What follows belongs to an exercise in optimizing a design on an open flow for small area, a short achievable clock period and few clock cycles; a production flow would make more cautious choices.
At most, simulation tests tie the RTL to the original design; equivalence was not proved.

## main
==> flow/design.v <==
module montpow32 (
    input  wire        clk,
    input  wire        rst,       
    input  wire        start,     
    input  wire [1:0]  variant,
    input  wire [31:0] n,
    input  wire [31:0] ninv,
    input  wire [31:0] rmodn,
    input  wire [31:0] base,
    input  wire [31:0] exp,
    output wire        ready,
    output reg         done,
    output wire [31:0] result
);
    localparam integer K  = 4;
    localparam integer NC = 32 / K;
    localparam integer CW = (NC > 16) ? 5 : (NC > 8) ? 4 : (NC > 4) ? 3 : (NC > 2) ? 2 : 1;
    localparam [1:0] S_IDLE = 2'd0,
                     S_MUL  = 2'd1,    
                     S_SQ   = 2'd2,    
                     S_FIN  = 2'd3;    
    reg [1:0]    state;
    reg [CW-1:0] cnt;
    reg          pendm;     
    reg          fin_mul;   
    reg          first;     
    reg          qany;      
    reg [1:0]  var_q;
    reg [31:0] n_q;
    reg [31:0] res_q;
    reg [31:0] base_q;
    reg [31:0] k_q;
    reg [32:0] s_q;
    reg [32:0] c_q;
    reg           init;      
    reg  [K-1:0]  xd;        
    wire [31:0]   xw   = (state == S_SQ) ? base_q : res_q;
    wire [CW-1:0] cnt1 = cnt + 1'b1;
    wire [K-1:0]  xd_cont = xw[cnt1*K +: K];    
    wire [32:0] ss [0:K];
    wire [32:0] cc [0:K];
    wire [K-1:0] qv;
    assign ss[0] = init ? 33'd0 : s_q;
    assign cc[0] = init ? 33'd0 : c_q;
    genvar gi;
    generate
        for (gi = 0; gi < K; gi = gi + 1) begin : g_step
            wire [33:0] s0 = {1'b0, ss[gi]};
            wire [33:0] c0 = {1'b0, cc[gi]};
            wire [33:0] a  = xd[gi] ? {2'b00, base_q} : 34'd0;
            wire [33:0] s1 = s0 ^ c0 ^ a;
            wire [33:0] m1 = (s0 & c0) | (s0 & a) | (c0 & a);
            wire [33:0] c1 = {m1[32:0], 1'b0};
            wire        q  = s1[0];
            wire [33:0] b  = q ? {2'b00, n_q} : 34'd0;
            wire [33:0] s2 = s1 ^ c1 ^ b;
            wire [33:0] m2 = (s1 & c1) | (s1 & b) | (c1 & b);
            wire [33:0] c2 = {m2[32:0], 1'b0};
            assign qv[gi]    = q;
            assign ss[gi+1]  = s2[33:1];
            assign cc[gi+1]  = c2[33:1];
        end
    endgenerate
    wire [33:0] t  = {1'b0, s_q} + {1'b0, c_q};
    wire        e  = t[33];
    wire [33:0] o  = var_q[1] ? (qany ? 34'd0 : {2'b00, n_q}) : ~{2'b00, n_q};
    wire [33:0] us = {1'b0, s_q} ^ {1'b0, c_q} ^ o;
    wire [33:0] um = ({1'b0, s_q} & {1'b0, c_q}) | ({1'b0, s_q} & o) | ({1'b0, c_q} & o);
    wire [33:0] uc = {um[32:0], ~var_q[1]};
    wire [33:0] u  = us + uc;
    wire        use_u   = var_q[1] | ~(u[33] ^ e);
    wire [31:0] fin_res = use_u ? u[31:0] : t[31:0];
    assign ready  = (state == S_IDLE);
    assign result = res_q;
    always @(posedge clk) begin
        s_q  <= ss[K];
        c_q  <= cc[K];
        qany <= (init ? 1'b0 : qany) | (|qv);
        init <= 1'b0;
        xd   <= xd_cont;
        if (rst) begin
            state <= S_IDLE;
            done  <= 1'b0;
            pendm <= 1'b0;
            cnt   <= {CW{1'b0}};
        end else begin
            done <= 1'b0;
            case (state)
                S_IDLE: begin
                    if (start) begin
                        var_q <= variant;
                        n_q   <= n;
                        base_q <= base;
                        first <= 1'b1;
                        pendm <= 1'b0;
                        cnt   <= {CW{1'b0}};
                        if (exp == 32'd0) begin
                            res_q <= rmodn;
                            done  <= 1'b1;
                        end else if (exp[0] & ~variant[1]) begin
                            res_q <= base;
                            first <= 1'b0;
                            if (exp[31:1] == 31'd0)
                                done <= 1'b1;
                            else begin
                                state <= S_SQ;
                                k_q   <= {1'b0, exp[31:1]};
                                init  <= 1'b1;
                                xd    <= base[K-1:0];
                            end
                        end else begin
                            res_q <= rmodn;
                            init  <= 1'b1;
                            if (exp[0]) begin
                                state <= S_MUL;
                                k_q   <= exp;
                                xd    <= rmodn[K-1:0];
                            end else begin
                                state <= S_SQ;
                                k_q   <= {1'b0, exp[31:1]};
                                xd    <= base[K-1:0];
                            end
                        end
                    end
                end
                S_MUL: begin
                    cnt <= cnt + 1'b1;
                    if (cnt == NC - 1) begin
                        cnt   <= {CW{1'b0}};
                        first <= 1'b0;
                        if (k_q[31:1] != 31'd0) begin
                            state <= S_SQ;
                            k_q   <= {1'b0, k_q[31:1]};
                            pendm <= 1'b1;
                            init  <= 1'b1;
                            xd    <= base_q[K-1:0];
                        end else begin
                            state   <= S_FIN;
                            fin_mul <= 1'b1;
                        end
                    end
                end
                S_SQ: begin
                    if (pendm) begin
                        res_q <= fin_res;
                        pendm <= 1'b0;
                    end
                    cnt <= cnt + 1'b1;
                    if (cnt == NC - 1) begin
                        cnt     <= {CW{1'b0}};
                        state   <= S_FIN;
                        fin_mul <= 1'b0;
                    end
                end
                S_FIN: begin
                    if (fin_mul) begin
                        res_q <= fin_res;
                        done  <= 1'b1;
                        state <= S_IDLE;
                    end else begin
                        base_q <= fin_res;
                        if (k_q[0] & ~(first & ~var_q[1])) begin
                            state <= S_MUL;
                            init  <= 1'b1;
                            xd    <= res_q[K-1:0];
                        end else begin
                            if (k_q[0]) begin
                                res_q <= fin_res;
                                first <= 1'b0;
                            end
                            if (k_q[31:1] != 31'd0) begin
                                state <= S_SQ;
                                k_q   <= {1'b0, k_q[31:1]};
                                init  <= 1'b1;
                                xd    <= fin_res[K-1:0];
                            end else begin
                                done  <= 1'b1;
                                state <= S_IDLE;
                            end
                        end
                    end
                end
            endcase
        end
    end
endmodule
Settings: LEC_CHECK=0, CAP_MARGIN=20, CORE_MARGIN=2, CORE_UTILIZATION=40, SLEW_MARGIN=20; clock period 15.0 ns.
standard.sh (not shown) runs the stock make flow with config.mk's settings and CLKGATE_MAP_FILE= SYNTH_SCRIPT=/design/flow/synth_recipe.tcl, a recipe that flattens the netlist after the stock synthesis.
==> flow/flow/run.sh <==
#!/bin/bash
# Standard ORFS layout, with repair_timing aiming for extra setup slack.
set -euo pipefail
MARGIN=$(cat flow/margin.txt)
bash standard.sh SETUP_SLACK_MARGIN=$MARGIN finish > make_finish.log 2>&1
==> flow/flow/margin.txt <==
10
diff inputs: main => the feature branch
--- a/flow/design.v
+++ b/flow/design.v
@@ -33,9 +33,7 @@
     reg [32:0] s_q;
     reg [32:0] c_q;
-    reg           init;      
-    reg  [K-1:0]  xd;        
+    wire          init = (cnt == {CW{1'b0}});
     wire [31:0]   xw   = (state == S_SQ) ? base_q : res_q;
-    wire [CW-1:0] cnt1 = cnt + 1'b1;
-    wire [K-1:0]  xd_cont = xw[cnt1*K +: K];    
+    wire [K-1:0]  xd   = xw[cnt*K +: K];
     wire [32:0] ss [0:K];
     wire [32:0] cc [0:K];
@@ -77,6 +75,4 @@
         c_q  <= cc[K];
         qany <= (init ? 1'b0 : qany) | (|qv);
-        init <= 1'b0;
-        xd   <= xd_cont;
         if (rst) begin
             state <= S_IDLE;
@@ -106,18 +102,13 @@
                                 state <= S_SQ;
                                 k_q   <= {1'b0, exp[31:1]};
-                                init  <= 1'b1;
-                                xd    <= base[K-1:0];
                             end
                         end else begin
                             res_q <= rmodn;
-                            init  <= 1'b1;
                             if (exp[0]) begin
                                 state <= S_MUL;
                                 k_q   <= exp;
-                                xd    <= rmodn[K-1:0];
                             end else begin
                                 state <= S_SQ;
                                 k_q   <= {1'b0, exp[31:1]};
-                                xd    <= base[K-1:0];
                             end
                         end
@@ -133,6 +124,4 @@
                             k_q   <= {1'b0, k_q[31:1]};
                             pendm <= 1'b1;
-                            init  <= 1'b1;
-                            xd    <= base_q[K-1:0];
                         end else begin
                             state   <= S_FIN;
@@ -162,6 +151,4 @@
                         if (k_q[0] & ~(first & ~var_q[1])) begin
                             state <= S_MUL;
-                            init  <= 1'b1;
-                            xd    <= res_q[K-1:0];
                         end else begin
                             if (k_q[0]) begin
@@ -172,6 +159,4 @@
                                 state <= S_SQ;
                                 k_q   <= {1'b0, k_q[31:1]};
-                                init  <= 1'b1;
-                                xd    <= fin_res[K-1:0];
                             end else begin
                                 done  <= 1'b1;
Notes after the runs:
- Across main and the feature branch, none had a timing, DRC or antenna violation.
- What the feature branch reported for count of clock-buffer cells in the layout has to be multiplied by 0.943 to get the figure for main.
- Looking at cell count after synthesis across main and the feature branch, the one that comes out higher is main.
- The feature branch against main; cell area after layout is down by a few percent.
- [compare] base=main new=the feature branch: core outline area has decreased.
- The feature branch ended up with a lower setup slack after layout than main did.
- Relative area change from synthesis to final layout, main and the feature branch: higher on the feature branch
- Detail-routed net length per standard cell went up slightly going from main to the feature branch.
- Relative to main, the transition time at the pin with the least slew margin of the feature branch is lower by 0.064 ns.
Testbench counts of the feature branch, summed over its fixed seeds: cycles 316,342.
The RTL of main was laid out without a check of its function.

==> afterwards: timing with drivers on the ports <==
No port has a modelled driver above. Below, the same layouts with a new extraction and two added sets of constraints.
Step 1: set_driving_cell puts a clkbuf_16 on clk and a buf_2 on each other input, an assumption about the parent block.
Step 2 times the ports against the registers' clock, not the clock port: input delays grow and output delays shrink by t, the midpoint of the rising clock arrivals with the driver on.
Slacks: ideal ports / drivers / drivers and shift; pairs: ideal ports / drivers.
| run | shift t [ns] | setup slack, ns | cell pins on the clock port's net |
|---|---|---|---|
| main | 0.653 | 8.756 / 8.756 / 8.756 | 1 |
| the feature branch | 0.632 | 8.096 / 8.096 / 8.096 | 1 |
After both steps setup and hold are still met in every run listed.
